From an optimization exercise on the open Yosys and OpenROAD flow, aimed at small area, a short achievable clock period and few clock cycles; shortcuts taken in it are not production practice.
The RTL was checked by simulation tests, not by an equivalence proof against the original design.
Power and IR drop assume default switching activity.

File: flow/run.sh
#!/bin/bash
# The standard layout (standard.sh: the ORFS flow, unchanged synthesis),
# with plain buf_1 cells as the input and output port buffers instead of the
# delay buffers buffer_ports picks by default.
set -euo pipefail
export BUFFER_PORTS_ARGS="-buffer_cell sky130_fd_sc_hd__buf_1"
bash standard.sh > standard.log 2>&1
File: standard.sh
#!/bin/bash
# synth_recipe.tcl (not shown) runs the flow's synth.tcl, then flattens the netlist and writes it again
# the make line also repeats each setting of config.mk as NAME=value (left out here)
make -C /OpenROAD-flow-scripts/flow DESIGN_CONFIG=/design/flow/config.mk WORK_HOME=/design/flow/orfs CLKGATE_MAP_FILE= SYNTH_SCRIPT=/design/flow/synth_recipe.tcl "${@:-finish}"
File: config.mk
export PLATFORM = sky130hd
export DESIGN_NAME = cvid_engine
export DESIGN_NICKNAME = cvid_engine
export VERILOG_FILES = /design/flow/design.v
export SDC_FILE = /design/flow/constraint.sdc
export NUM_CORES = 4
export LEC_CHECK = 0
export CAP_MARGIN = 20
export CORE_MARGIN = 2
export CORE_UTILIZATION = 40
export SETUP_SLACK_MARGIN = 3
export SLEW_MARGIN = 20
File: constraint.sdc
create_clock -name core_clock -period 9.0 [get_ports {clk}]
set_input_delay 1.8000 -clock core_clock [delete_from_list [all_inputs] [get_ports {clk}]]
set_output_delay 1.8000 -clock core_clock [all_outputs]
set_load 0.01 [all_outputs]
File: design.v
module cvid_yuv2rgb (
    input  wire [7:0]  y0,
    input  wire [7:0]  y1,
    input  wire [7:0]  u,
    input  wire [7:0]  v,
    input  wire [8:0]  g,
    output wire [23:0] rgb0,
    output wire [23:0] rgb1
);
    function [7:0] clip_hi;           
        input [9:0] s;
        begin
            if (s[9])      clip_hi = 8'd255;
            else if (s[8]) clip_hi = s[7:0];
            else           clip_hi = 8'd0;
        end
    endfunction
    function [7:0] clip_s;            
        input [9:0] s;
        begin
            if (s[9])      clip_s = 8'd0;
            else if (s[8]) clip_s = 8'd255;
            else           clip_s = s[7:0];
        end
    endfunction
    wire [9:0] r0s = {2'b00, y0} + {1'b0, v, 1'b0};
    wire [9:0] b0s = {2'b00, y0} + {1'b0, u, 1'b0};
    wire [9:0] r1s = {2'b00, y1} + {1'b0, v, 1'b0};
    wire [9:0] b1s = {2'b00, y1} + {1'b0, u, 1'b0};
    wire [9:0] g0s = {2'b00, y0} + {g[8], g};
    wire [9:0] g1s = {2'b00, y1} + {g[8], g};
    assign rgb0 = {clip_hi(r0s), clip_s(g0s), clip_hi(b0s)};
    assign rgb1 = {clip_hi(r1s), clip_s(g1s), clip_hi(b1s)};
endmodule
module cvid_engine (
    input  wire        clk,
    input  wire        rst,
    input  wire        cmd_valid,
    output wire        cmd_ready,
    input  wire [7:0]  cmd_id,
    input  wire [23:0] cmd_size,
    input  wire [15:0] cmd_width,
    input  wire [15:0] cmd_height,
    input  wire [15:0] cmd_top,
    input  wire [15:0] cmd_bottom,
    input  wire        in_valid,
    output wire        in_ready,
    input  wire [7:0]  in_data,
    output wire        cb_rd_en,
    output wire        cb_wr_en,
    output wire [8:0]  cb_addr,
    output wire [47:0] cb_wdata,
    input  wire [47:0] cb_rdata,
    output wire        px_valid,
    input  wire        px_ready,
    output wire [15:0] px_x,
    output wire [15:0] px_y,
    output wire [3:0]  px_mask,
    output wire [95:0] px_data
);
    localparam [1:0] M_IDLE = 2'd0, M_LOAD = 2'd1, M_VEC = 2'd2;
    function [16:0] inc17;               
        input [15:0] a;
        integer i;
        reg c;
        begin
            c = 1'b1;
            for (i = 0; i < 16; i = i + 1) begin
                inc17[i] = a[i] ^ c;
                c = c & a[i];
            end
            inc17[16] = c;
        end
    endfunction
    function ge17;                       
        input [16:0] a;
        input [16:0] b;
        integer i;
        reg bo;
        begin
            bo = 1'b0;
            for (i = 0; i < 17; i = i + 1)
                bo = (~a[i] & b[i]) | (~(a[i] ^ b[i]) & bo);
            ge17 = ~bo;
        end
    endfunction
    reg  [1:0]  mode;
    reg  [2:0]  cid;             
    reg  [23:0] rem;             
    reg  [15:0] wm1;             
    reg  [15:0] height;
    reg  [15:0] bottom;
    reg  [2:0]  bcnt;            
    reg         iword;           
    reg         wsel;            
    reg  [32:0] sk;
    reg  [40:0] sl;              
    reg  [13:0] bx;
    reg  [15:0] by;
    reg         vdone;           
    reg         vnext;           
    reg         fb;              
    reg         fv1;             
    reg  [13:0] pbx;
    reg  [16:0] py;
    reg  [1:0]  prow;
    reg         pact;
    reg         pv1;
    reg  [47:0] P, Q, S;
    reg  [8:0]  gP, gQ;          
    reg         sfull;
    reg  [1:0]  cbst;            
    wire cond  = cid[0];         
    wire selen = ~cid[1];
    wire four  = cid[2];
    wire l_act = (mode == M_LOAD);
    wire v_act = (mode == M_VEC);
    reg  rem_z, rem_lt4, rem_lt6;
    reg  sk_empty, sl_empty;
    wire rem_hz  = (rem[23:3] == 21'd0);
    wire sk_bit   = sk[32];
    wire sl_bit   = sl[32];
    wire idle_item = (bcnt == 3'd0);
    wire xfer       = pact & px_ready;
    wire last_row   = pv1 ? (prow == 2'd3) : prow[0];
    wire paint_free = ~pact | (px_ready & last_row);
    wire pairload   = sfull & (cbst == 2'b10) & paint_free;
    wire [1:0] nrow = xfer ? prow + 2'd1 : prow;
    wire newblk     = pairload & ~nrow[1];
    wire sload      = cbst[0] & ~sfull;
    wire [47:0] v1_left  = {cb_rdata[47:40], cb_rdata[47:40], cb_rdata[31:24], cb_rdata[31:24], cb_rdata[15:0]};
    wire [47:0] v1_right = {cb_rdata[39:32], cb_rdata[39:32], cb_rdata[23:16], cb_rdata[23:16], cb_rdata[15:0]};
    wire cb_free_s  = (cbst == 2'b00) | ((cbst == 2'b01) & ~sfull) | ((cbst == 2'b10) & sfull & ~pact);
    wire cb_free_r  = (cbst == 2'b10) & sfull & pact & last_row;
    wire cb_free    = cb_free_s | (px_ready & cb_free_r);
    wire li_done  = bx[8];
    wire l_needw  = cond & sk_empty;
    wire l_zero   = cond & ~sk_empty & ~sk_bit;
    wire l_short  = four ? rem_lt4 : rem_lt6;
    wire l_dec    = l_act & idle_item;
    wire l_fin    = l_dec & (li_done | (l_needw ? rem_lt4 : (~l_zero & l_short)));
    wire l_startw = l_dec & ~li_done & l_needw & ~rem_lt4;
    wire l_starte = l_dec & ~li_done & ~l_needw & ~l_zero & ~l_short;
    wire l_zskip  = l_act & ~li_done & l_zero & (idle_item | ~iword);
    wire v_decw   = v_act & idle_item & ~vdone & (~fb | vnext);
    wire v_dec    = v_act & idle_item & ~vdone & ~fb;
    wire v_needsk = cond & sk_empty;
    wire v_skip   = cond & ~sk_empty & sk_bit;
    wire v_needsl = selen & sl_empty;
    wire v1       = ~selen | ~sl_bit;
    wire v_short  = v1 ? rem_z : rem_lt4;
    wire v_wstop  = v_decw & rem_lt4 & (v_needsk | (~v_skip & v_needsl));
    wire v_stop   = v_wstop | (v_dec & ~v_needsk & ~v_skip & ~v_needsl & v_short);
    wire v_startw = v_decw & ~rem_lt4 & (v_needsk | (~v_skip & v_needsl));
    wire v_skipdo = v_act & ~vdone & ~fb & (idle_item | ~iword) & v_skip;
    wire v_commit = v_dec & ~v_needsk & ~v_skip & ~v_needsl & ~v_short;
    wire start_w    = l_startw | v_startw;
    wire start_item = start_w | l_starte | v_commit;
    wire rd_want    = v_commit | (v_act & ~idle_item & ~iword);    
    wire in_nord    = (~idle_item & (iword | l_act)) | start_w | l_starte;
    assign in_ready = in_nord | (rd_want & cb_free_s) | (rd_want & cb_free_r & px_ready);
    wire take       = in_ready & in_valid;
    wire [2:0] start_cnt = start_w  ? 3'd4 :
                           l_starte ? (four ? 3'd4 : 3'd6) :
                           (v1 ? 3'd1 : 3'd4);
    wire take_word = take & (start_w | (~idle_item & iword));
    wire word_sl   = start_w ? v_startw & ~v_needsk : wsel;
    wire take_ent  = take & l_act & (l_starte | (~idle_item & ~iword));
    wire rd        = in_valid & ((rd_want & cb_free_s) | (rd_want & cb_free_r & px_ready));
    wire [1:0] rd_role = v_commit ? (v1 ? 2'b11 : 2'b01)
                                  : (fv1 ? 2'b11 : {bcnt[0], ~bcnt[0]});
    wire        adv    = v_skipdo | newblk;
    wire [16:0] nbx17  = inc17({2'b00, bx});
    wire [14:0] nbx    = nbx17[14:0];
    wire        wrap   = (bx == wm1[15:2]);
    wire [16:0] nby14  = inc17({2'b00, by[15:2]});
    wire [16:0] nby    = {nby14[14:0], by[1:0]};
    wire        by_end = ge17(nby, {1'b0, bottom});
    wire v_fin = v_act & (vdone | v_stop) & ~fb & idle_item & ~sfull &
                 (cbst == 2'b00) & (~pact | (xfer & last_row));
    assign cmd_ready = (mode == M_IDLE);
    wire is_loader = (cmd_id[7:3] == 5'b00100);
    wire is_vector = (cmd_id == 8'h30) || (cmd_id == 8'h31) || (cmd_id == 8'h32);
    always @(posedge clk) begin
        if (rst) begin
            mode  <= M_IDLE;
            bcnt  <= 3'd0;
            fb    <= 1'b0;
            pact  <= 1'b0;
            prow  <= 2'd0;
            sfull <= 1'b0;
            cbst  <= 2'b00;
        end else begin
            if (cmd_ready) begin
                if (cmd_valid)
                    mode <= is_loader ? M_LOAD : is_vector ? M_VEC : M_IDLE;
            end else if (l_fin | v_fin) begin
                mode <= M_IDLE;
            end
            if (start_item)
                bcnt <= start_cnt - {2'd0, take};
            else if (take)
                bcnt <= bcnt - 3'd1;
            if (v_commit)
                fb <= 1'b1;
            else if (newblk)
                fb <= 1'b0;
            if (pairload)
                pact <= 1'b1;
            else if (xfer & last_row)
                pact <= 1'b0;
            if (newblk)
                prow <= 2'd0;
            else if (xfer)
                prow <= prow + 2'd1;
            if (sload)
                sfull <= 1'b1;
            else if (pairload)
                sfull <= 1'b0;
            if (rd)
                cbst <= rd_role;
            else if (sload)
                cbst <= {cbst[1], 1'b0};
            else if (pairload)
                cbst <= 2'b00;
        end
    end
    always @(posedge clk) begin
        if (cmd_ready) begin
            cid    <= cmd_id[2:0];
            rem    <= cmd_size;
            wm1    <= cmd_width - 16'd1;
            height <= cmd_height;
            bottom <= cmd_bottom;
            bx     <= 14'd0;
            by     <= cmd_top;
            vdone  <= (cmd_top >= cmd_bottom) || (cmd_width == 16'd0);
            sk     <= 33'd0;
            sl     <= 41'd0;
            sk_empty <= 1'b1;
            sl_empty <= 1'b1;
            rem_z    <= (cmd_size == 24'd0);
            rem_lt4  <= (cmd_size < 24'd4);
            rem_lt6  <= (cmd_size < 24'd6);
        end else begin
            if (take) begin
                rem     <= rem - 24'd1;
                rem_z   <= rem_hz & (rem[2:0] == 3'd1);
                rem_lt4 <= rem_hz & (rem[2:0] <= 3'd4);
                rem_lt6 <= rem_hz & (rem[2:0] <= 3'd6);
            end
            if (start_item)
                iword <= start_w;
            if (start_w)
                wsel <= word_sl;
            if (take_word & ~word_sl) begin
                sk       <= {sk[24:1], in_data, 1'b1};
                sk_empty <= 1'b0;
            end else if (l_zskip | (l_starte & cond) | v_skipdo | (v_commit & cond)) begin
                sk       <= {sk[31:0], 1'b0};
                sk_empty <= (sk[30:0] == 31'd0);
            end
            if ((take_word & word_sl) | take_ent) begin
                sl[40:25] <= sl[32:17];
                sl[24:17] <= (take_ent & four) ? in_data : sl[16:9];
                sl[16:0]  <= {sl[8:1], in_data, 1'b1};
                sl_empty  <= 1'b0;
            end else if (v_commit & selen) begin
                sl[32:0]  <= {sl[31:0], 1'b0};
                sl_empty  <= (sl[30:0] == 31'd0);
            end
            if (l_starte | l_zskip) begin
                bx <= nbx[13:0];
            end else if (adv) begin
                if (wrap) begin
                    bx <= 14'd0;
                    by <= nby[15:0];
                    if (by_end)
                        vdone <= 1'b1;
                end else begin
                    bx <= nbx[13:0];
                end
            end
            if (v_stop)
                vdone <= 1'b1;
            if (v_commit)
                fv1 <= v1;
        end
        vnext <= ~(wrap & by_end);
        if (l_starte | newblk)
            pbx <= bx;
        if (newblk) begin
            py  <= {1'b0, by};
            pv1 <= fv1;
        end else if (xfer) begin
            py  <= inc17(py[15:0]) | {py[16], 16'd0};
        end
        if (pairload)
            P <= S;
        else if (xfer & (~pv1 | (prow == 2'd1)))
            P[47:32] <= P[31:16];
        if (pairload)
            gP <= green(S[15:8], S[7:0]);
        if (pairload) begin
            Q  <= (newblk & fv1) ? v1_right : cb_rdata;
            gQ <= green(cb_rdata[15:8], cb_rdata[7:0]);
        end else if (xfer & (~pv1 | (prow == 2'd1))) begin
            Q[47:32] <= Q[31:16];
        end
        if (sload)
            S <= cbst[1] ? v1_left : cb_rdata;
    end
    function [8:0] green;
        input [7:0] u;
        input [7:0] v;
        reg   [7:0] uh;
        begin
            uh    = ({1'b0, u} + {8'd0, ~u[7]}) >> 1;
            green = 9'd192 - {1'b0, v} - {1'b0, uh};
        end
    endfunction
    assign cb_rd_en = rd;
    assign cb_wr_en = in_valid & l_act & ~iword & (bcnt == 3'd1);
    assign cb_addr  = l_act ? {cid[1], pbx[7:0]}
                            : {(idle_item ? v1 : fv1), in_data};
    assign cb_wdata = {sl[40:17],
                       four ? in_data : sl[16:9],
                       four ? 8'h80 : sl[8:1] ^ 8'h80,
                       four ? 8'h80 : in_data ^ 8'h80};
    wire [7:0] py0 = P[47:40];
    wire [7:0] py1 = P[39:32];
    wire [7:0] py2 = Q[47:40];
    wire [7:0] py3 = Q[39:32];
    wire [23:0] c0, c1, c2, c3;
    cvid_yuv2rgb u_l (.y0(py0), .y1(py1), .u(P[15:8]), .v(P[7:0]), .g(gP), .rgb0(c0), .rgb1(c1));
    cvid_yuv2rgb u_r (.y0(py2), .y1(py3), .u(Q[15:8]), .v(Q[7:0]), .g(gQ), .rgb0(c2), .rgb1(c3));
    wire row_in = ~py[16] & (py[15:0] < height);
    wire col_last = (pbx == wm1[15:2]);
    assign px_valid = pact;
    assign px_x     = {pbx, 2'b00};
    assign px_y     = py[15:0];
    assign px_data  = {c3, c2, c1, c0};
    assign px_mask  = {row_in & (~col_last | (wm1[1:0] == 2'd3)),
                       row_in & (~col_last | wm1[1]),
                       row_in & (~col_last | (wm1[1:0] != 2'd0)),
                       row_in};
endmodule
==> results of run 1 <==
## flip-flops by register name, summed over array words and instances (netlist names), 2 cells and up
signal / cells
wm1: 16
height: 16
cbst: 2
bottom: 16
cid: 3
sl: 41
Q: 48
S: 48
bx: 14
pbx: 14
py: 17
gP: 9
mode: 2
sk: 33
prow: 2
rem: 24
P: 48
bcnt: 3
by: 16
gQ: 9
## report_power, final
| group | leakage, nW | internal, mW | switching (mW) |
|---|---|---|---|
| sequential | 3.63 | 1.98 | 0.0269 |
| clock | 0.763 | 1.17 | 0.771 |
| combinational | 6.13 | 0.111 | 0.198 |
## cells in the final DEF, fill, tap and decap left out, types with 79 or more instances in the layout
cell and count:
buf_1 348, edfxtp_1 291, ha_1 217, nor2_1 171
inv_1 159, a21oi_1 151, o21ai_0 148, nand2_1 131
dfxtp_1 104, mux2_2 80, xor2_1 79
## worst max-delay path, cell delays in order (launching register included)
cell,delay [ns]
edfxtp_1,0.49
ha_1,0.33
a21o_1,0.18
a21oi_1,0.20
nand2b_1,0.13
a21boi_0,0.13
or4_1,0.43
a311oi_1,0.77
a21oi_1,0.11
buf_1,0.17
## metal layers
layer / GRT usage / vias up / part of all wire
met4: 0.06396 / 8 / 0.024
met1: 0.2514 / 8652 / 0.42
met3: 0.03299 / 106 / 0.065
li1: - / 8782 / -
met2: 0.3506 / 508 / 0.49
met5: 0 / - / 0.00090
## how the worst min path moves through the flow
stage,start,end,slack (ns),depth (start not counted)
2_1_floorplan,S[16],P[16],0.40,0
3_3_place_gp,S[25],P[25],0.40,0
3_5_place_dp,S[17],P[17],0.40,0
4_1_cts,S[24],P[24],0.42,0
5_1_grt,S[24],P[24],0.42,0
6_report,S[31],P[31],0.42,0
## stage by stage
step                hold slack, ns  power [mW]
floorplan                   0.4003       2.246
global placement            0.4022       2.346
finish                      0.4178       4.260
CTS                         0.4229       4.303
detailed placement          0.4045       2.354
global route                0.4231       4.406
## kinds of logic after synthesis
group                      count (synthesis)  share of synthesized area
buffers and inverters                    278                    0.05366
other                                      1                  0.0001586
AOI/OAI and AO/OA                        538                     0.1457
muxes                                     89                    0.04212
DFF                                      395                     0.4576
and+or+nand+nor                          580                     0.1200
adders and majority gates                231                     0.1267
xor gates and xnor gates                 146                    0.05408
## layout make-up
cell class	count	area (sq um)
tap	773	967.2
clock inverter	31	345.3
timing repair buffer	361	1431
fill	5468	31670
multi-input combinational	1586	11610
clock buffer	53	1219
sequential	395	10820
inverter	161	609.3
antenna	4	10.01
==> results.json, run 1 <==
{
  "drtAntennaViolNets": 0,
  "fin_area_sq_mm": 0.02701,
  "final_core_util": 0.4603,
  "nets": 2938,
  "setup_viol": 0,
  "critPathCapture": "px_data[83]",
  "rrSetupSlack_ns": 4.60,
  "placed_cells": 3276,
  "finalSetupTns_ns": 0,
  "pin_count": 351,
  "endpoint_kind": "output pin",
  "synth.area.top_cells": "edfxtp_1, ha_1, dfxtp_1",
  "drc": 0,
  "die_w_um": 247.1,
  "rows": 89,
  "timing.rr.start": "by[2]",
  "htree_num_levels": 2,
  "min_period_over_period": 0.5886,
  "cp.required_ns": 7.20,
  "cts_resized": 0,
  "vias": 18060,
  "drt-initial-drc-count": 1128,
  "initial_utilization": 0.4029,
  "synth-edff-count": 291,
  "finalHoldViolations": 0,
  "areaGrowthSynthToFinish_pct": 14.24,
  "clock_skew_ns": 0.01788,
  "cts_tree": "built",
  "synth_commonest_cells": "edfxtp_1, ha_1, nor2_1",
  "ir_drop_uv": 148.6,
  "drtPass1Iterations": 5,
  "fp.coreArea_sq_mm": 0.05869,
  "numPortBuffers": 348,
  "critPathKind": "register to output pin",
  "ff2ff_path_depth": 20,
  "slew_violations": 0,
  "fmax_mhz": 188.8,
  "cts_hold_buf": 0,
  "worstSetupStartpoint": "Q[33]",
  "postCtsSetupBuffers": 0,
  "dp_slack_ns": 3.697,
  "min_path_type": "register to register",
  "status": "no timing/DRC/antenna violations",
  "min_period_ns": 5.298,
  "yosysWarnings": 2,
  "syn_area_sq_mm": 0.02365,
  "dieHeight_um": 247.1,
  "die_area_sq_mm": 0.06107,
  "cts_buffers": 45,
  "synth_cells": 2258,
  "cap_violations": 0,
  "grt_usage": 0.2005,
  "synth_top_area_frac": 0.3696,
  "wl_mm": 63.32,
  "overflow": 0,
  "crit_fanout": 8,
  "synth_ff_type": "edfxtp_1",
  "routabilityCongestion": 0.8901,
  "vias_per_cell": 5.367,
  "synthDistinctLibCells": 79,
  "dp_hpwl_mm": 47.72,
  "p_leak_nw": 10.52,
  "root_buffer": "clkbuf_16",
  "setup_slack_ns": 3.702,
  "antenna_found_initial": 6,
  "synthArstFlopShare": 0,
  "path_clk_slew_ns": 0.06,
  "synth_sequential_area_ratio": 0.4576,
  "synth_top_area_cell": "edfxtp_1",
  "grt_max_degree": 93,
  "layout.cells.non_filler": 3364,
  "grt_first_pass_wirelength_mm": 95.71,
  "clk_path_buf_depth": 3,
  "drive_gt1_frac": 0.07731,
  "yosysMostFrequentCell": "edfxtp_1",
  "ys_ff_latch": 395,
  "r2r_end": "vdone",
  "tightest_slew_ns": 1.174,
  "cp-start-kind": "register",
  "syn_area_per_cell_sq_um": 10.47,
  "slew_headroom": 0.1969,
  "cts.sinks": 395,
  "wl_per_cell_um": 18.82,
  "clk_latency_ns": 0.57,
  "grt_setup_unrepaired": "no",
  "powerDensity_mw_per_mm2": 157.7,
  "grt_pass1_vias": 17300,
  "crit_arrival_ns": 3.50,
  "place_area_sq_mm": 0.02544
}
Testbench counts, summed over its fixed seeds: cycles 157,287.
==> run 2, diff against run 1 <==
--- a/config.mk
+++ b/config.mk
@@ -8,5 +8,5 @@
 export CAP_MARGIN = 20
 export CORE_MARGIN = 2
 export CORE_UTILIZATION = 40
-export SETUP_SLACK_MARGIN = 3
+export SETUP_SLACK_MARGIN = 4
 export SLEW_MARGIN = 20
==> run 2 against run 1 <==
  * Global-route usage about the same
  * Sequential share of layout area down 0.20 points
  * First-iteration DRC count is 0.80% higher
==> results.json, run 2 <==
{
  "syn_area_sq_mm": 0.02365,
  "cts.sinks": 395,
  "min_path_type": "register to register",
  "min_period_ns": 4.991,
  "tightest_slew_ns": 1.062,
  "synth_cells": 2258,
  "status": "no timing/DRC/antenna violations",
  "layout.cells.non_filler": 3378,
  "grt_pass1_vias": 17510,
  "die_w_um": 247.1,
  "syn_area_per_cell_sq_um": 10.47,
  "path_clk_slew_ns": 0.06,
  "root_buffer": "clkbuf_16",
  "numPortBuffers": 348,
  "overflow": 0,
  "synth_sequential_area_ratio": 0.4576,
  "critPathKind": "register to output pin",
  "synth-edff-count": 291,
  "yosysWarnings": 2,
  "cts_tree": "built",
  "ir_drop_uv": 119.8,
  "drive_gt1_frac": 0.09927,
  "p_leak_nw": 10.61,
  "setup_slack_ns": 4.009,
  "vias": 18190,
  "die_area_sq_mm": 0.06107,
  "p_int_mw": 3.047,
  "hold_depth": 0,
  "pwr-share-comb": 0.078,
  "yosysMostFrequentCell": "edfxtp_1",
  "seqPwrFrac": 0.501,
  "pin_count": 351,
  "min_period_over_period": 0.5546,
  "cts_buffers": 44,
  "synth_top_area_cell": "edfxtp_1",
  "routabilityCongestion": 0.8980,
  "cp.required_ns": 7.20,
  "cts_hold_buf": 0,
  "wl_per_cell_um": 19.05,
  "htree_num_levels": 2,
  "fmax_mhz": 200.3,
  "synth_top_area_frac": 0.3696,
  "crit_path_top_delay_cell": "edfxtp_1",
  "whs_endpoint": "P[21]",
  "powerDensity_mw_per_mm2": 147.7,
  "synth_commonest_cells": "edfxtp_1, ha_1, nor2_1",
  "crit_fanout": 6,
  "dieHeight_um": 247.1,
  "vias_per_cell": 5.386,
  "grt_setup_unrepaired": "yes",
  "synth_ff_type": "edfxtp_1",
  "finalSetupTns_ns": 0,
  "antenna_found_initial": 6,
  "dp_hpwl_mm": 47.72,
  "nets": 2957,
  "timing.hold.ws_ns": 0.4160,
  "placed_cells": 3277,
  "cpMostUsedCell": "buf_4",
  "ys_ff_latch": 395,
  "endpoint_kind": "output pin",
  "cap_violations": 0,
  "finalHoldViolations": 0,
  "pwr-share-clk": 0.421,
  "setup_viol": 0,
  "p_sw_frac": 0.2399,
  "grt_max_degree": 93,
  "clock_skew_ns": 0.01536,
  "crit_path_cell_trace": "buf_4, ha_1, a21o_1, a21oi_2, nand2b_4, a21boi_1, o41ai_2, xor2_1, buf_4, o31ai_2, buf_2",
  "most-common-layout-cells": "buf_1, edfxtp_1, ha_1",
  "fp.coreArea_sq_mm": 0.05869,
  "drtPass1Iterations": 5,
  "crit_arrival_ns": 3.19,
  "rows": 89,
  "timing.rr.start": "by[2]",
  "slew_violations": 0,
  "grt_usage": 0.2010,
  "slew_headroom": 0.2904,
  "final_common_cell": "buf_1",
  "drc": 0,
  "dp_slack_ns": 3.690,
  "synthDistinctLibCells": 79,
  "cp-start-kind": "register",
  "synth.area.top_cells": "edfxtp_1, ha_1, dfxtp_1",
  "p_sw_mw": 0.9618,
  "drtAntennaViolNets": 0,
  "r2r_end": "vdone",
  "ff2ff_path_depth": 20,
  "synthArstFlopShare": 0,
  "rrSetupSlack_ns": 4.51,
  "drt-initial-drc-count": 1137,
  "areaGrowthSynthToFinish_pct": 14.81,
  "initial_utilization": 0.4029,
  "top_regs": "P (48), Q (48), S (48)",
  "grt_first_pass_wirelength_mm": 96.12,
  "clk_path_buf_depth": 3,
  "min_from": "S[21]",
  "wl_mm": 64.37,
  "clk_latency_ns": 0.56,
  "critPathMaxStageDelay_ns": 0.51
}
run 2: power by group through the flow:
| stage | clock network [mW] | registers [mW] | logic, mW |
|---|---|---|---|
| global placement | 0 | 2.05 | 0.302 |
| finish | 1.69 | 2.01 | 0.313 |
| detailed placement | 0 | 2.05 | 0.309 |
| floorplan | 0 | 2.04 | 0.209 |
| CTS | 1.73 | 2.01 | 0.312 |
| global route | 1.79 | 2.01 | 0.351 |
run 2: area by class of cell:
| class | instances | area (sq um) |
|---|---|---|
| clock inverters | 19 | 128.9 |
| well taps | 773 | 967.2 |
| inverters | 161 | 609.3 |
| flip-flops and latches | 395 | 10820 |
| multi-input cells | 1586 | 11840 |
| diodes | 6 | 15.01 |
| repair buffers | 381 | 1582 |
| fillers | 5498 | 31540 |
| clock buffers | 57 | 1181 |
run 2: worst max path at each step:
stage | to | startpoint | slack (ns) | depth (start not counted)
finish | px_data[71] | Q[42] | 4.01 | 11
global route | px_data[71] | Q[42] | 3.88 | 11
CTS | px_data[29] | P[34] | 4.00 | 10
detailed placement | in_ready | px_ready | 3.69 | 6
global placement | in_ready | px_ready | 3.74 | 6
floorplan | cmd_ready | mode[0] | 4.12 | 6
run 2: per-stage QoR:
step,power (mW),utilization,instance area (sq um)
final,4.008,0.4626,27150
after global routing,4.153,0.4625,27140
after CTS,4.046,0.4572,26830
after detailed placement,2.356,0.4333,25430
after global placement,2.347,0.4329,25400
after floorplan,2.245,-,23660
run 2: kinds of logic (layout without fill, tap and decap cells):
| family | Yosys count | after routing | share of synthesized area |
|---|---|---|---|
| fa+ha+maj | 231 | 231 | 0.1267 |
| mux | 89 | 89 | 0.04212 |
| simple gates | 580 | 580 | 0.1200 |
| flops | 395 | 395 | 0.4576 |
| xor+xnor | 146 | 146 | 0.05408 |
| compound gates | 538 | 538 | 0.1457 |
| buf+inv | 278 | 618 | 0.05366 |
| other cells | 1 | 8 | 0.0001586 |
run 2: critical path: cells and delay by family (launching register included):
kind                     cells  cell delay [ns]
XOR/XNOR                     1             0.15
AO/OA/AOI/OAI                5             1.01
flip-flops                   1             0.51
buffers and inverters        3             0.54
AND/OR/NAND/NOR              1             0.14
adder cells (fa/ha/maj)      1             0.27
run 2: metal layers:
layer  GRT usage  up-vias  part of all wire
met5           0        -           0.00061
met4     0.06644        6             0.025
met3     0.02995      100             0.055
met2      0.3470      475              0.49
met1      0.2568     8812              0.42
li1            -     8800                 -
run 2: repair_timing:
| action | in CTS | in global routing |
|---|---|---|
| gates resized for setup | 9 | 79 |
| pin swaps | 5 | 20 |
| cloned | 0 | 0 |
| setup endpoints to repair | 50 | 98 |
| setup buffers | 7 | 12 |
==> run 3, diff against run 2 <==
--- a/design.v
+++ b/design.v
@@ -7,30 +7,28 @@
     output wire [23:0] rgb0,
     output wire [23:0] rgb1
 );
-    function [7:0] clip_hi;           
-        input [9:0] s;
+    function [7:0] chan2;
+        input [7:0] yy;
+        input [7:0] c;
+        reg   [7:0] t;
+        reg   [7:0] s;
         begin
-            if (s[9])      clip_hi = 8'd255;
-            else if (s[8]) clip_hi = s[7:0];
-            else           clip_hi = 8'd0;
+            t = {1'b0, yy[7:1]} + {1'b0, c[6:0]};
+            s = {t[6:0], yy[0]};
+            chan2 = ({8{t[7]}} & s) | ({8{c[7]}} & ({8{t[7]}} | s));
         end
     endfunction
-    function [7:0] clip_s;            
-        input [9:0] s;
+    function [7:0] chang;
+        input [7:0] yy;
+        input [8:0] c;
+        reg   [8:0] t;
         begin
-            if (s[9])      clip_s = 8'd0;
-            else if (s[8]) clip_s = 8'd255;
-            else           clip_s = s[7:0];
+            t = {1'b0, yy} + {1'b0, c[7:0]};
+            chang = ({8{t[8]}} & t[7:0]) | ({8{~c[8]}} & ({8{t[8]}} | t[7:0]));
         end
     endfunction
-    wire [9:0] r0s = {2'b00, y0} + {1'b0, v, 1'b0};
-    wire [9:0] b0s = {2'b00, y0} + {1'b0, u, 1'b0};
-    wire [9:0] r1s = {2'b00, y1} + {1'b0, v, 1'b0};
-    wire [9:0] b1s = {2'b00, y1} + {1'b0, u, 1'b0};
-    wire [9:0] g0s = {2'b00, y0} + {g[8], g};
-    wire [9:0] g1s = {2'b00, y1} + {g[8], g};
-    assign rgb0 = {clip_hi(r0s), clip_s(g0s), clip_hi(b0s)};
-    assign rgb1 = {clip_hi(r1s), clip_s(g1s), clip_hi(b1s)};
+    assign rgb0 = {chan2(y0, v), chang(y0, g), chan2(y0, u)};
+    assign rgb1 = {chan2(y1, v), chang(y1, g), chan2(y1, u)};
 endmodule
 module cvid_engine (
     input  wire        clk,
--- a/config.mk
+++ b/config.mk
@@ -8,5 +8,7 @@
 export CAP_MARGIN = 20
 export CORE_MARGIN = 2
 export CORE_UTILIZATION = 40
+export CTS_CLUSTER_DIAMETER = 100
+export CTS_CLUSTER_SIZE = 30
 export SETUP_SLACK_MARGIN = 4
 export SLEW_MARGIN = 20
==> run 3 against run 2 <==
  * Still clean
  * Synthesized cell count down 4.0%
  * Global-route usage about the same
  * Design area down 3.1%
  * Routed wire length down 2.3%
  * Power down 15%
  * Sequential power about the same
==> results.json, run 3 <==
{
  "cts.sinks": 395,
  "clk_path_buf_depth": 3,
  "layout.cells.non_filler": 3228,
  "wl_per_cell_um": 19.48,
  "min_period_ns": 4.902,
  "pin_count": 351,
  "most-common-layout-cells": "buf_1, edfxtp_1, ha_1",
  "antenna_found_initial": 4,
  "areaGrowthSynthToFinish_pct": 12.12,
  "root_buffer": "clkbuf_16",
  "endpoint_kind": "output pin",
  "synth_commonest_cells": "edfxtp_1, ha_1, nand2_1",
  "nets": 2836,
  "path_clk_slew_ns": 0.11,
  "finalSetupTns_ns": 0,
  "drc": 0,
  "vias": 17430,
  "cts_hold_buf": 0,
  "status": "no timing/DRC/antenna violations",
  "grt_max_degree": 81,
  "yosysMostFrequentCell": "edfxtp_1",
  "cts_tree": "built",
  "htree_num_levels": 1,
  "timing.hold.ws_ns": 0.4213,
  "cp.required_ns": 7.20,
  "grt_setup_unrepaired": "yes",
  "setup_viol": 0,
  "wl_mm": 62.88,
  "top_regs": "P (48), Q (48), S (48)",
  "syn_area_sq_mm": 0.02346,
  "ys_ff_latch": 395,
  "min_period_over_period": 0.5447,
  "clk_latency_ns": 0.57,
  "powerDensity_mw_per_mm2": 129.0,
  "final_common_cell": "buf_1",
  "cts_buffers": 21,
  "crit_arrival_ns": 3.10,
  "synth_cells": 2168,
  "setup_slack_ns": 4.098,
  "dp_slack_ns": 3.283,
  "overflow": 0,
  "die_w_um": 246.2,
  "synth_sequential_area_ratio": 0.4612,
  "initial_utilization": 0.4059,
  "grt_pass1_vias": 17230,
  "cp-start-kind": "register",
  "synth_ff_type": "edfxtp_1",
  "yosysWarnings": 2,
  "synthArstFlopShare": 0,
  "cap_violations": 0,
  "ir_drop_uv": 147.9,
  "drtAntennaViolNets": 0,
  "synth_top_area_frac": 0.3724,
  "routabilityCongestion": 0.8849,
  "slew_headroom": 0.3546,
  "grt_usage": 0.2006,
  "crit_fanout": 8,
  "numPortBuffers": 348,
  "vias_per_cell": 5.399,
  "clock_skew_ns": 0.03220,
  "p_leak_nw": 9.958,
  "finalHoldViolations": 0,
  "synth-edff-count": 291,
  "drtPass1Iterations": 5,
  "synth_top_area_cell": "edfxtp_1",
  "tightest_slew_ns": 0.9438,
  "syn_area_per_cell_sq_um": 10.82,
  "synth.area.top_cells": "edfxtp_1, ha_1, dfxtp_1",
  "slew_violations": 0,
  "placed_cells": 3172,
  "dieHeight_um": 246.2,
  "drive_gt1_frac": 0.07964,
  "rows": 88,
  "fmax_mhz": 204.0,
  "drt-initial-drc-count": 1101,
  "critPathKind": "register to output pin",
  "min_path_type": "register to register",
  "fp.coreArea_sq_mm": 0.05781,
  "die_area_sq_mm": 0.06061,
  "grt_first_pass_wirelength_mm": 95.74,
  "synthDistinctLibCells": 75,
  "dp_hpwl_mm": 47.27
}
==> run 3: path summary, 6_finish.rpt <==
| path | from | end | slack (ns) | depth (start not counted) |
|---|---|---|---|---|
| min | S[31] | P[31] | 0.42 | 0 |
| min reg2reg | S[31] | P[31] | 0.42 | 0 |
| max reg2reg | by[2] | vdone | 4.61 | 20 |
| max | Q[40] | px_data[58] | 4.10 | 11 |
==> run 3: area by class of cell <==
cell class | instances | area [sq um]
fillers | 5494 | 31500
multi-input cells | 1521 | 11700
flip-flops and latches | 395 | 10820
repair buffers | 381 | 1625
well taps | 765 | 957.2
clock buffers | 25 | 540.5
inverters | 128 | 485.5
clock inverters | 11 | 176.4
diodes | 2 | 5.005
==> run 3: kinds of logic (layout without fill, tap and decap cells) <==
| group | after synthesis | after routing | share of synthesized area |
|---|---|---|---|
| other cells | 1 | 4 | 0.0001598 |
| buf+inv | 253 | 545 | 0.05045 |
| simple gates | 550 | 550 | 0.1115 |
| mux | 83 | 83 | 0.03856 |
| compound gates | 408 | 408 | 0.1133 |
| xor+xnor | 153 | 153 | 0.05711 |
| flops | 395 | 395 | 0.4612 |
| fa+ha+maj | 325 | 325 | 0.1678 |
==> run 3: report_power, final <==
part / switching (mW) / leakage, nW / total, mW / internal, mW
clock network: 0.675 / 0.344 / 1.15 / 0.475
logic: 0.141 / 5.98 / 0.239 / 0.0982
registers: 0.0246 / 3.64 / 2.00 / 1.98
==> run 3: worst max-delay path, cell delays in order, from the launching register on <==
cell	delay, ns
edfxtp_1	0.50
ha_2	0.25
fa_2	0.34
a21o_1	0.17
a21oi_2	0.18
o21bai_2	0.11
a2111oi_4	0.40
nor3_4	0.13
buf_4	0.17
nand2_4	0.07
o21ai_1	0.09
clkbuf_2	0.13
==> run 3: per-layer routing <==
| layer | GRT usage | up-vias | share of wire |
|---|---|---|---|
| met2 | 0.3529 | 533 | 0.50 |
| li1 | - | 8422 | - |
| met1 | 0.2455 | 8354 | 0.40 |
| met3 | 0.02985 | 116 | 0.057 |
| met4 | 0.08021 | 4 | 0.040 |
| met5 | 0 | - | 0.00040 |
==> run 3: timing repair <==
action	in CTS	in global routing
gates resized for setup	22	41
pin swaps	4	7
setup endpoints to repair	34	59
setup buffers	9	7
==> run 3: stage by stage <==
step	utilization	total power, mW	area (sq um)
finish	0.4551	3.392	26310
global route	0.4550	3.517	26300
CTS	0.4512	3.425	26080
detailed placement	0.4365	2.279	25230
global placement	0.4359	2.272	25200
floorplan	-	2.180	23470
Testbench counts of run 3, summed over its fixed seeds: cycles 157,287.
==> run 4, diff against run 3 <==
--- a/config.mk
+++ b/config.mk
@@ -5,9 +5,10 @@
 export SDC_FILE = /design/flow/constraint.sdc
 export NUM_CORES = 4
 export LEC_CHECK = 0
+export ABC_AREA = 1
 export CAP_MARGIN = 20
 export CORE_MARGIN = 2
-export CORE_UTILIZATION = 40
+export CORE_UTILIZATION = 60
 export CTS_CLUSTER_DIAMETER = 100
 export CTS_CLUSTER_SIZE = 30
 export SETUP_SLACK_MARGIN = 4
==> run 4 against run 3 <==
  * Cell count grew 3.8%
  * Critical path depth fell by 2
  * Setup slack worse by 0.0089 ns
  * Synthesized cell count grew 18%
  * Highest routed layer is now met4
  * Global-route usage is 8.0 points higher
  * Design area shrank 4.2%
  * Die area shrank 34%
  * Critical endpoint is now in_ready
  * Clock-buffer cell count increased by 1
  * Register-to-register slack better by 0.42 ns
  * Area after synthesis fell by 1.3%
  * Still clean on timing, DRC and antenna
  * Sequential power is essentially flat
  * Clock power decreased by 19%
==> results.json, run 4 <==
{
  "setup_viol": 0,
  "finalHoldViolations": 0,
  "drtAntennaViolNets": 0,
  "p_sw_frac": 0.2310,
  "powerDensity_mw_per_mm2": 125.2,
  "ys_ff_latch": 395,
  "crit_fanout": 44,
  "most-common-layout-cells": "nand2_1, buf_1, inv_1",
  "cts.sinks": 395,
  "layout.cells.non_filler": 3352,
  "routabilityCongestion": 0.9273,
  "finalSetupTns_ns": 0,
  "die_w_um": 200.5,
  "fp.coreArea_sq_mm": 0.03784,
  "synth_sequential_area_ratio": 0.4672,
  "vias": 18490,
  "ir_drop_uv": 144.2,
  "yosysWarnings": 2,
  "drive_gt1_frac": 0.03488,
  "min_period_ns": 4.911,
  "synthArstFlopShare": 0,
  "pwr-share-comb": 0.072,
  "fin_area_sq_mm": 0.02519,
  "p_int_mw": 2.425,
  "synth_commonest_cells": "nand2_1, inv_1, edfxtp_1",
  "dp_slack_ns": 2.921,
  "hold_depth": 0,
  "grt_first_pass_wirelength_mm": 90.73,
  "p_sw_mw": 0.7286,
  "nets": 3217,
  "yosysMostFrequentCell": "nand2_1",
  "drtPass1Iterations": 5,
  "synth_cells": 2548,
  "syn_area_per_cell_sq_um": 9.090,
  "critPathCapture": "in_ready",
  "grt_setup_unrepaired": "no",
  "setup_slack_ns": 4.089,
  "drc": 0,
  "rows": 71,
  "synth-edff-count": 291,
  "seqPwrFrac": 0.633,
  "grt_usage": 0.2806,
  "r2r_end": "Q[44]",
  "cts_tree": "built",
  "initial_utilization": 0.6120,
  "grt_max_degree": 99,
  "syn_area_sq_mm": 0.02316,
  "critPathKind": "primary input to output pin",
  "synth_top_area_cell": "edfxtp_1",
  "cts_hold_buf": 0,
  "fmax_mhz": 203.6,
  "place_area_sq_mm": 0.02457,
  "root_buffer": "clkbuf_16",
  "pwr-share-clk": 0.295,
  "clk_latency_ns": 0.53,
  "numPortBuffers": 348,
  "synthDistinctLibCells": 66,
  "areaGrowthSynthToFinish_pct": 8.762,
  "timing.rr.start": "cbst[1]",
  "min_period_over_period": 0.5457,
  "p_leak_nw": 10.64,
  "status": "no timing/DRC/antenna violations",
  "slew_headroom": 0.2842,
  "tightest_slew_ns": 1.074,
  "overflow": 0,
  "vias_per_cell": 5.516,
  "ff2ff_path_depth": 10,
  "top_regs": "P (48), Q (48), S (48)",
  "wl_mm": 58.25,
  "synth.area.top_cells": "edfxtp_1, ha_1, dfxtp_1",
  "dp_hpwl_mm": 44.41,
  "cp-start-kind": "primary input",
  "clk_path_buf_depth": 3,
  "slew_violations": 0,
  "min_from": "S[19]",
  "cts_buffers": 17,
  "cp.required_ns": 7.20,
  "placed_cells": 3313,
  "grt_pass1_vias": 17470,
  "endpoint_kind": "output pin",
  "die_area_sq_mm": 0.04019,
  "wl_per_cell_um": 17.38,
  "antenna_found_initial": 3,
  "htree_num_levels": 1,
  "final_core_util": 0.6657,
  "drt-initial-drc-count": 1417,
  "path_clk_slew_ns": 0.11,
  "final_common_cell": "nand2_1",
  "crit_arrival_ns": 3.11,
  "rrSetupSlack_ns": 5.03,
  "synth_ff_type": "edfxtp_1",
  "pin_count": 351,
  "min_path_type": "register to register",
  "clock_skew_ns": 0.02256,
  "cap_violations": 0,
  "synth_top_area_frac": 0.3773,
  "worstSetupStartpoint": "px_ready",
  "dieHeight_um": 200.5
}
==> run 4: cell types whose count changed in the layout (fill, tap and decap cells not counted), sizes merged, moves of 39 or more <==
cell and change:
nand2 +324, inv +185, nor2 +139, o21ai +135, maj3 -94, mux2 -59, xnor2 -59, a31oi +43
a21o -39
==> run 4: worst min-delay path by stage <==
stage | endpoint | slack [ns]
2_1_floorplan | P[16] | 0.40
3_3_place_gp | P[27] | 0.40
3_5_place_dp | P[21] | 0.40
4_1_cts | P[19] | 0.43
5_1_grt | P[19] | 0.42
6_report | P[19] | 0.43
==> run 4: metrics by stage <==
stage,hold WS [ns],power (mW)
4_1_cts,0.4258,3.169
3_3_place_gp,0.4015,2.255
5_1_grt,0.4235,3.259
3_5_place_dp,0.4045,2.262
6_report,0.4255,3.154
2_1_floorplan,0.4003,2.165
==> run 4: metal layers <==
layer  vias to the layer above  global-route usage  part of all wire
met2                       611              0.4819              0.48
met4                         0             0.09683             0.034
li1                       9131                   -                 -
met3                       101             0.03036             0.059
met5                         -                   0                 0
met1                      8647              0.3718              0.43
==> run 4: final cells by class <==
class | count | area [sq um]
clock buffers | 26 | 459.2
multi-input cells | 1733 | 10590
flip-flops and latches | 395 | 10820
diodes | 3 | 7.507
repair buffers | 364 | 1440
fillers | 3199 | 12650
clock inverters | 2 | 28.78
well taps | 511 | 639.4
inverters | 318 | 1204
==> run 4: repair_timing <==
action | in CTS | in global routing
pin swaps | 0 | 2
buffers inserted | 1 | 7
gates resized for setup | 6 | 17
hold endpoints to repair | 0 | 0
setup endpoints to repair | 48 | 39
cloned | 0 | 0
==> run 4: kinds of logic after synthesis <==
kind of cell	after synthesis	share of synthesized area
AOI/OAI and AO/OA	466	0.1156
xor gates and xnor gates	117	0.04424
adders and majority gates	231	0.1293
buffers and inverters	421	0.07865
DFF	395	0.4672
other	1	0.0001619
and+or+nand+nor	917	0.1649
==> run 4: critical path, cell delays in order <==
cell and delay [ns]:
buf_1 0.09, o21ai_0 0.08, o21ai_1 0.11, nand2_1 0.12, buf_12 0.22, nand2_1 0.11
nand3_2 0.14, o2111ai_2 0.21, buf_1 0.19
==> run 4: power groups by stage <==
stage,Clock [mW],Sequential (mW),Combinational (mW)
after CTS,0.946,2.00,0.227
after global routing,1.00,2.00,0.258
after floorplan,0,2.03,0.137
final,0.930,2.00,0.228
after detailed placement,0,2.04,0.225
after global placement,0,2.04,0.219
==> run 5, diff against run 4 <==
--- a/config.mk
+++ b/config.mk
@@ -11,5 +11,5 @@
 export CORE_UTILIZATION = 60
 export CTS_CLUSTER_DIAMETER = 100
 export CTS_CLUSTER_SIZE = 30
-export SETUP_SLACK_MARGIN = 4
+export SETUP_SLACK_MARGIN = 4.3
 export SLEW_MARGIN = 20
==> run 5 against run 4 <==
  * Still clean on timing, DRC and antenna
  * Design area increased by 2.5%
  * Critical path depth unchanged
  * Power is 1.0% higher
  * Register-to-register slack improved by 0.02 ns
  * Fmax increased by 5.8%
  * Setup slack better by 0.27 ns
  * Clock-buffer cell count unchanged
  * Die area stayed put
  * Utilization grew 1.7 points
  * Critical endpoint unchanged
  * Largest cell class is now multi-input gates
==> results.json, run 5 <==
{
  "status": "no timing/DRC/antenna violations",
  "cts_tree": "built",
  "yosysMostFrequentCell": "nand2_1",
  "min_period_ns": 4.644,
  "drc": 0,
  "overflow": 0,
  "antenna_found_initial": 3,
  "dp_hpwl_mm": 44.80,
  "synth_ff_type": "edfxtp_1",
  "powerDensity_mw_per_mm2": 123.4,
  "critPathMaxStageDelay_ns": 0.18,
  "ir_drop_uv": 113.1,
  "layout.cells.non_filler": 3374,
  "slew_headroom": 0.3378,
  "wl_mm": 59.70,
  "cpMostUsedCell": "o21ai_2",
  "most-common-layout-cells": "nand2_1, buf_1, inv_1",
  "setup_slack_ns": 4.356,
  "crit_path_cell_trace": "clkbuf_2, o21ai_2, o21ai_2, nand2_2, buf_12, nand2_4, nand3_4, o2111ai_4, buf_2",
  "placed_cells": 3314,
  "drive_gt1_frac": 0.06993,
  "cp-start-kind": "primary input",
  "clock_skew_ns": 0.02250,
  "tightest_slew_ns": 0.9933,
  "ys_ff_latch": 395,
  "p_leak_nw": 10.86,
  "endpoint_kind": "output pin",
  "synth_top_area_cell": "edfxtp_1",
  "yosysWarnings": 2,
  "drtAntennaViolNets": 0,
  "synth-edff-count": 291,
  "cap_violations": 0,
  "final_common_cell": "nand2_1",
  "syn_area_per_cell_sq_um": 9.090,
  "rrSetupSlack_ns": 5.05,
  "grt_first_pass_wirelength_mm": 92.96,
  "min_period_over_period": 0.5160,
  "r2r_end": "vdone",
  "grt_setup_unrepaired": "yes",
  "initial_utilization": 0.6120,
  "syn_area_sq_mm": 0.02316,
  "finalSetupTns_ns": 0,
  "grt_pass1_vias": 17830,
  "min_path_type": "register to register",
  "die_area_sq_mm": 0.04019,
  "pin_count": 351,
  "synthArstFlopShare": 0,
  "timing.rr.start": "by[2]",
  "critPathTopFamily": "buffers and inverters",
  "finalHoldViolations": 0,
  "cts.sinks": 395,
  "fillers": 3193,
  "synth_cells": 2548,
  "die_w_um": 200.5,
  "numPortBuffers": 348,
  "slew_violations": 0,
  "root_buffer": "clkbuf_16",
  "grt_usage": 0.2880,
  "whs_endpoint": "P[31]",
  "place_area_sq_mm": 0.02458,
  "cts_buffers": 17,
  "htree_num_levels": 1,
  "synth_sequential_area_ratio": 0.4672,
  "hold_depth": 0,
  "areaGrowthSynthToFinish_pct": 11.47,
  "min_from": "S[31]",
  "synth_top_area_frac": 0.3773,
  "top_regs": "P (48), Q (48), S (48)",
  "wl_per_cell_um": 17.69,
  "clk_path_buf_depth": 3,
  "synthDistinctLibCells": 66,
  "grt_max_degree": 90,
  "setup_viol": 0,
  "crit_fanout": 3,
  "vias_per_cell": 5.549,
  "synth.area.top_cells": "edfxtp_1, ha_1, dfxtp_1",
  "path_clk_slew_ns": 0.11,
  "drtPass1Iterations": 5,
  "vias": 18720,
  "dp_slack_ns": 3.438,
  "crit_path_top_delay_cell": "buf_2",
  "synth_commonest_cells": "nand2_1, inv_1, edfxtp_1",
  "rows": 71,
  "dieHeight_um": 200.5,
  "ff2ff_path_depth": 20,
  "worst-path-buf-inv": 3,
  "critPathKind": "primary input to output pin",
  "clk_latency_ns": 0.53,
  "fin_area_sq_mm": 0.02582,
  "crit_arrival_ns": 2.84,
  "routabilityCongestion": 0.9070,
  "fmax_mhz": 215.3,
  "drt-initial-drc-count": 1327,
  "fp.coreArea_sq_mm": 0.03784,
  "cp.required_ns": 7.20,
  "register_area_sq_mm": 0.01082,
  "nets": 3238,
  "multi_input_area_sq_mm": 0.01097
}
==> run 5: cells by family after synthesis <==
kind of cell | Yosys count | share of synthesized area
xor+xnor | 117 | 0.04424
other cells | 1 | 0.0001619
simple gates | 917 | 0.1649
buf+inv | 421 | 0.07865
fa+ha+maj | 231 | 0.1293
compound gates | 466 | 0.1156
flops | 395 | 0.4672
==> run 5: final cells by class <==
type,instances,area share
multi-input cells,1733,0.4249
flip-flops and latches,395,0.4191
repair buffers,385,0.06436
inverters,318,0.04652
well taps,511,0.02476
clock buffers,26,0.01779
clock inverters,3,0.002229
diodes,3,0.0002908
==> run 5: how the worst max path moves through the flow <==
| stage | from | end | cells past startpoint |
|---|---|---|---|
| after floorplan | px_ready | cb_rd_en | 6 |
| after global placement | px_ready | Q[46] | 11 |
| after detailed placement | px_ready | Q[47] | 11 |
| after CTS | P[32] | px_data[37] | 11 |
| after global routing | Q[40] | px_data[63] | 11 |
| final | px_ready | in_ready | 9 |
==> run 5: timing repair <==
action / CTS / global route
setup endpoints to repair: 84 / 133
buffers inserted: 12 / 14
hold buffers: 0 / 0
cloned: 2 / 0
gates resized for setup: 48 / 91
pin swaps: 13 / 17
==> run 5: per-layer routing <==
| layer | vias up | part of all wire | global-route usage |
|---|---|---|---|
| met3 | 125 | 0.063 | 0.03458 |
| met2 | 675 | 0.49 | 0.4990 |
| met4 | 0 | 0.036 | 0.1045 |
| met1 | 8734 | 0.42 | 0.3735 |
| met5 | - | 0 | 0 |
| li1 | 9188 | - | - |
==> run 5: worst reg2reg max path, cell delays in order, from the launching register on <==
cell and delay [ns]:
edfxtp_1 0.48, ha_1 0.24, ha_1 0.18, ha_1 0.19, ha_1 0.18, ha_1 0.18
ha_1 0.17, ha_1 0.18, ha_1 0.18, ha_1 0.18, ha_1 0.18, ha_1 0.18
ha_1 0.19, ha_1 0.27, inv_1 0.05, ha_1 0.26, nand2_1 0.07, nand2_1 0.06
nand2_1 0.13, nand2_1 0.08, nand2_1 0.07
==> run 5: power breakdown <==
group / switching, mW / total [mW] / internal, mW
clock: 0.562 / 0.960 / 0.398
combinational: 0.146 / 0.232 / 0.0856
sequential: 0.0202 / 1.99 / 1.97
==> run 5: per-stage QoR <==
| step | hold slack (ns) | total power [mW] | utilization |
|---|---|---|---|
| finish | 0.4283 | 3.186 | 0.6822 |
| global route | 0.4371 | 3.296 | 0.6822 |
| CTS | 0.4307 | 3.198 | 0.6706 |
| detailed placement | 0.4045 | 2.261 | 0.6495 |
| global placement | 0.4009 | 2.253 | 0.6494 |
| floorplan | 0.4003 | 2.165 | - |

==> afterwards: timing with drivers on the ports <==
The flow's constraints put no driver on any port. The routed layouts listed below were extracted and timed again, unchanged, in two steps.
Step 1 sets driving cells, clkbuf_16 on the clock port and buf_2 on the other inputs (assumed; they add their load-dependent delay and slew).
Step 2 also shifts input and output timing later by t, the mid clock arrival at the registers, as if the neighbouring blocks saw the same clock.
a / b / c = ideal ports / drivers / drivers and shift; a / b = the first two.
run	shift t [ns]	setup WS [ns]	latest minus earliest clock arrival (ns)	slew at the worst register clock pin (ns)	worst slew at a driven data input, ns
run 1	0.620	3.702 / 3.648 / 3.670	0.020 / 0.020	0.06 / 0.06	0.12
run 2	0.614	4.009 / 3.952 / 4.048	0.021 / 0.020	0.06 / 0.06	0.13
run 3	0.608	4.098 / 4.045 / 4.076	0.033 / 0.034	0.12 / 0.12	0.13
run 4	0.574	4.089 / 4.000 / 3.891	0.023 / 0.023	0.12 / 0.12	0.09
run 5	0.575	4.356 / 4.265 / 4.185	0.029 / 0.029	0.12 / 0.12	0.10
After both steps setup and hold are still met in every run listed. For run 4, which loses most, drivers alone change the setup slack by -0.089 ns; drivers and shift together by -0.198 ns.
